Background: an optimization exercise with open tools, aiming at small area, a short achievable clock period and few clock cycles per item. Do not read the settings as production practice.
At most, simulation tests tie the RTL to the original design; equivalence was not proved.

== middle ==
==> flow/design.v (excerpt) <==
module spn_core (
  input  wire         clk,
  input  wire         rst,
  input  wire         start,
  input  wire [1:0]   op,
  input  wire [1:0]   klen,
  input  wire [255:0] key,
  input  wire [127:0] din,
  output reg          busy,
  output reg          done,
  output reg          err,
  output wire [127:0] dout
);
  localparam OP_KS  = 2'd0;
  localparam OP_ENC = 2'd1;
  localparam OP_DEC = 2'd2;
  localparam M_IDLE = 3'd0;
  localparam M_KS2  = 3'd2;    
  localparam M_KS3  = 3'd3;    
  localparam M_KS4  = 3'd4;    
  localparam M_WALK = 3'd5;    
  localparam M_ENC  = 3'd6;
  localparam M_DEC  = 3'd7;
  localparam [127:0] C63 = {16{8'h63}};
  reg  [2:0]   mode;
  reg          key_valid;
  reg          wend;         
  reg  [1:0]   nkc;          
  reg  [3:0]   pq;           
  reg          last;         
  reg          save;         
  reg  [127:0] yr;           
  reg  [3:0]   oenc;
  reg  [255:0] win;
  reg  [255:0] rsv;
  wire [3:0] nr1 = 4'd11 + {1'b0, nkc, 1'b0};    
  wire accept = start && !busy;
  function [7:0] xt;
    input [7:0] a;
    begin
  ...
==> flow/config.mk <==
export PLATFORM = sky130hd
export DESIGN_NAME = spn_core
export DESIGN_NICKNAME = spn_core
export VERILOG_FILES = /design/flow/design.v
export SDC_FILE = /design/flow/constraint.sdc
export NUM_CORES = 8
export LEC_CHECK = 0
export ABC_AREA = 1
export CAP_MARGIN = 20
export CELL_PAD_IN_SITES_DETAIL_PLACEMENT = 1
export CELL_PAD_IN_SITES_GLOBAL_PLACEMENT = 2
export CORE_MARGIN = 2
export CORE_UTILIZATION = 30
export SLEW_MARGIN = 20
==> flow/constraint.sdc <==
create_clock -name core_clock -period 13.0 [get_ports {clk}]
set_input_delay 2.6000 -clock core_clock [delete_from_list [all_inputs] [get_ports {clk}]]
set_output_delay 2.6000 -clock core_clock [all_outputs]
set_load 0.01 [all_outputs]
standard.sh (not shown) runs the stock make flow with config.mk's settings and CLKGATE_MAP_FILE= SYNTH_SCRIPT=/design/flow/synth_recipe.tcl, a recipe that flattens the netlist after the stock synthesis.
==> flow/flow/run.sh <==
#!/bin/bash
# Layout: the standard synthesis unchanged, then ORFS's standard layout steps
# with a larger setup margin for repair_timing (same SDC, same clock period) and
# plain buffers (buf_2) as the port buffers. Each tool run's full output goes to
# a log file in this folder.
set -uo pipefail
bash standard.sh synth > synth.log 2>&1 || exit 1
bash standard.sh SETUP_SLACK_MARGIN=8 "BUFFER_PORTS_ARGS=-buffer_cell sky130_fd_sc_hd__buf_2" finish > layout.log 2>&1 || exit 1
middle completed end to end with timing, DRC and antenna clean.
diff inputs: middle => west
diff --git a/flow/design.v b/flow/design.v
--- a/flow/design.v
+++ b/flow/design.v
@@ -894,48 +894,45 @@
                      ({32{ksel[2]}} & (w2 ^ w3)) | ({32{ksel[3]}} & w3) |
                      ({32{ksel[4]}} & w1);
   wire [31:0] ksub_i;
   genvar g;
   generate
     for (g = 0; g < 4; g = g + 1) begin : g_ksbox
       spn_ginv u_inv (.x(ksin[31 - 8*g -: 8]), .y(ksub_i[31 - 8*g -: 8]));
     end
   endgenerate
   wire [31:0] ksub = ksub_i ^ 32'h63636363;
   wire [31:0] kt   = rot ? ({ksub[23:0], ksub[31:24]} ^ {krc, 24'h000000}) : ksub;
-  reg [31:0] n0, n1, n2, n3;
-  reg [31:0] m0, m1, m2, m3;
+  reg [31:0] b0, b1, b2, b3, c0, c1, c2, c3;
   always @(*) begin
     case (nkc)
-      2'd0: begin
-        n0 = w4 ^ kt; n1 = w5 ^ w4 ^ kt; n2 = w6 ^ w5 ^ w4 ^ kt; n3 = w7 ^ w6 ^ w5 ^ w4 ^ kt;
-        m3 = w3 ^ w2; m2 = w2 ^ w1; m1 = w1 ^ w0; m0 = w0 ^ kt;
-      end
-      2'd1: begin
-        n0 = w2 ^ (sub0 ? kt : w7);
-        n1 = w3 ^ n0;
-        n2 = sub2 ? (w4 ^ kt) : (w4 ^ n1);
-        n3 = w5 ^ n2;
-        m0 = w2 ^ (sub0 ? kt : w1);
-        m1 = w3 ^ w2;
-        m2 = w4 ^ (sub2 ? kt : w3);
-        m3 = w5 ^ w4;
-      end
-      default: begin
-        n0 = w0 ^ kt; n1 = w1 ^ w0 ^ kt; n2 = w2 ^ w1 ^ w0 ^ kt; n3 = w3 ^ w2 ^ w1 ^ w0 ^ kt;
-        m0 = w4 ^ kt; m1 = w5 ^ w4; m2 = w6 ^ w5; m3 = w7 ^ w6;
-      end
+      2'd0:    begin {b0, b1, b2, b3} = {w4, w5, w6, w7}; {c0, c1, c2, c3} = {w0, w1, w2, w3}; end
+      2'd1:    begin {b0, b1, b2, b3} = {w2, w3, w4, w5}; {c0, c1, c2, c3} = {w2, w3, w4, w5}; end
+      default: begin {b0, b1, b2, b3} = {w0, w1, w2, w3}; {c0, c1, c2, c3} = {w4, w5, w6, w7}; end
     endcase
   end
-  wire [255:0] win_fwd = {win[127:0], n0, n1, n2, n3};
-  wire [255:0] win_bwd = {m0, m1, m2, m3, win[255:128]};
+  wire [31:0] fx = sub0 ? 32'd0 : w7;       
+  wire [31:0] p0 = b0 ^ fx;
+  wire [31:0] p1 = p0 ^ b1;
+  wire [31:0] p2 = sub2 ? b2 : (p1 ^ b2);
+  wire [31:0] p3 = p2 ^ b3;
+  wire [31:0] q0 = c0 ^ (sub0 ? 32'd0 : w1);
+  wire [31:0] q1 = c1 ^ c0;
+  wire [31:0] q2 = c2 ^ (sub2 ? 32'd0 : c1);
+  wire [31:0] q3 = c3 ^ c2;
+  wire [127:0] kpq   = kfwd ? {p0, p1, p2, p3} : {q0, q1, q2, q3};
+  wire [3:0]   kmask = kfwd ? {sub0, sub0, sub0 | sub2, sub0 | sub2} : {sub0, 1'b0, sub2, 1'b0};
+  wire [127:0] nw    = kpq ^ ({{32{kmask[3]}}, {32{kmask[2]}}, {32{kmask[1]}}, {32{kmask[0]}}} &
+                             {kt, kt, kt, kt});
+  wire [255:0] win_fwd = {win[127:0], nw};
+  wire [255:0] win_bwd = {nw, win[255:128]};
   wire [127:0] rk_e = win[127:0];
   wire [127:0] rk_d = win[255:128];
   wire [127:0] e_mc  = {mix_col(yr[127:96]), mix_col(yr[95:64]),
                         mix_col(yr[63:32]),  mix_col(yr[31:0])};
   wire [127:0] e_next = e_mc ^ rk_e ^ C63;
   wire [127:0] d_a   = yr ^ rk_d ^ C63;
   wire [127:0] d_imc = {inv_mix_col(d_a[127:96]), inv_mix_col(d_a[95:64]),
                         inv_mix_col(d_a[63:32]),  inv_mix_col(d_a[31:0])};
   wire [127:0] d_next = shift_rows2(d_imc);
   wire [127:0] k_out;
   generate
[summary]
~same placement-stage cell area in west and middle. [compare] base=middle new=west: minimum period implied by the final worst setup slack -0.32 ns, weighted congestion reported at the end of routability-driven placement up 1.2%. Diff middle -> west: pin slew with the least headroom to its limit now smaller, number of buffers outside the clock class in the layout lost 266. On initial core utilization, west and middle are neck and neck. The final reports for west and middle show minimum hold slack lower in the former. Diff middle -> west: post-synthesis to final-layout area growth now smaller, wire length now larger, final worst slack saw an increase, clock insertion delay at the later pin of the skew report went down by 0.05 ns. Relative to middle, setup slack at placement has increased by 0.062 ns in west.
Testbench counts of west, summed over its fixed seeds: cycles 6,694, blocks 512.
Function not checked in middle: the RTL went through the layout flow alone.

---

Setup of orange:
spn_core, a different RTL version from the one above (not shown whole).
For scale: ~22000 cells after synthesis, ~130000 um2 of cells after synthesis.
==> flow/config.mk <==
export PLATFORM = sky130hd
export DESIGN_NAME = spn_core
export DESIGN_NICKNAME = spn_core
export VERILOG_FILES = /design/flow/design.v
export SDC_FILE = /design/flow/constraint.sdc
export NUM_CORES = 8
export LEC_CHECK = 0
export ABC_AREA = 1
export CAP_MARGIN = 20
export CELL_PAD_IN_SITES_DETAIL_PLACEMENT = 1
export CELL_PAD_IN_SITES_GLOBAL_PLACEMENT = 2
export CORE_MARGIN = 2
export CORE_UTILIZATION = 30
export SLEW_MARGIN = 20
==> flow/constraint.sdc <==
create_clock -name core_clock -period 13.0 [get_ports {clk}]
set_input_delay 2.6000 -clock core_clock [delete_from_list [all_inputs] [get_ports {clk}]]
set_output_delay 2.6000 -clock core_clock [all_outputs]
set_load 0.01 [all_outputs]
Scripts as last shown in full above: flow/flow/run.sh
Testbench counts of orange, summed over its fixed seeds: cycles 6,694, blocks 512.
Input changes introduced in blue (baseline for comparison: orange):
diff --git a/flow/design.v b/flow/design.v
--- a/flow/design.v
+++ b/flow/design.v
@@ -971,25 +971,25 @@
   reg [2:0] mode_n;
   reg [3:0] pq_n;
   reg [1:0] nkc_n;
   reg       fin;           
   always @(*) begin
     mode_n = mode;
     pq_n   = pq;
     nkc_n  = nkc;
     fin    = 1'b0;
     case (mode)
       M_IDLE: begin
         if (go_ks) begin
-          mode_n = M_KS2;
+          mode_n = klen[1] ? M_KS4 : M_KS2;
           nkc_n  = klen;
           pq_n   = 4'd2;
         end else if (go_enc) begin
           mode_n = M_ENC;
           pq_n   = 4'd2;
         end else if (go_dec) begin
           mode_n = M_DEC;
           pq_n   = nr1;
         end
       end
       M_KS2: begin
         mode_n = M_KS3;
@@ -1046,25 +1046,25 @@
       endcase
     end
   end
   always @(posedge clk) begin
     if (save)
       rsv <= win;
   end
   always @(posedge clk) begin
     pq   <= pq_n;
     nkc  <= nkc_n;
     last <= last_n;
     sel_dec <= (mode_n == M_DEC);
-    save <= (go_enc && !wend) || (go_dec && wend) || (mode == M_KS3);
+    save <= (go_enc && !wend) || (go_dec && wend) || (go_ks && klen[1]) || (mode == M_KS3);
     kfwd <= kfwd_n;
     {sub0, sub2, rot, krc, ksel} <= pat_n;
   end
   always @(posedge clk) begin
     if (rst) begin
       mode      <= M_IDLE;
       busy      <= 1'b0;
       done      <= 1'b0;
       err       <= 1'b0;
       key_valid <= 1'b0;
     end else begin
       mode <= mode_n;
Results
Relative to orange, arrival time of data at the critical path endpoint has increased by 0.16 ns in blue. On blue: post-synthesis share of cell area spent on and, or, nand and nor gates is 0.61 points higher than what orange gave. blue vs orange, endpoint of the most critical setup path: yr[20]$_DFF_P_ vs yr[34]$_DFF_P_. In the metrics for blue and orange, the one carrying the higher highest fanout seen on the critical path is blue. In blue the worst-case hold slack turned out 0.031 ns lower than in orange. Diff orange -> blue | number of clock buffers in the layout | increase of about 4%. The met1 usage in blue sits 2.2 points above the value recorded for orange. Compare blue and orange | instance count on the critical path higher: orange.
For blue, only the layout was checked, not whether the RTL still works.

## afterwards: timing with drivers on the ports
The results above use ideal ports. As a check the final layouts listed here were re-extracted and re-timed, cells and wires unchanged. Step 1 assumes that a clkbuf_16 drives the clock port and a buf_2 every other input. Step 2 times the ports against the registers' clock, not the clock port: input delays grow and output delays shrink by t, the midpoint of the rising clock arrivals with the driver on. Slacks: no drivers / after step 1 / after step 2; pairs: no drivers / after step 1.
run	t, ns	setup slack, ns	hold WS [ns]	worst setup path after step 2	worst slew at a driven data input, ns
middle	1.051	7.428 / 7.326 / 6.448	0.501 / 0.501 / 0.501	input to register	0.48
west	1.021	7.745 / 7.559 / 6.538	0.457 / 0.457 / 0.457	input to register	0.67
orange	1.079	7.909 / 7.690 / 6.611	0.486 / 0.486 / 0.486	input to register	0.43
blue	1.051	7.697 / 7.535 / 6.484	0.454 / 0.454 / 0.454	input to register	0.41
After both steps every run listed still meets setup and hold. For orange, which loses most, drivers alone change the setup slack by -0.219 ns; drivers and shift together by -1.298 ns.
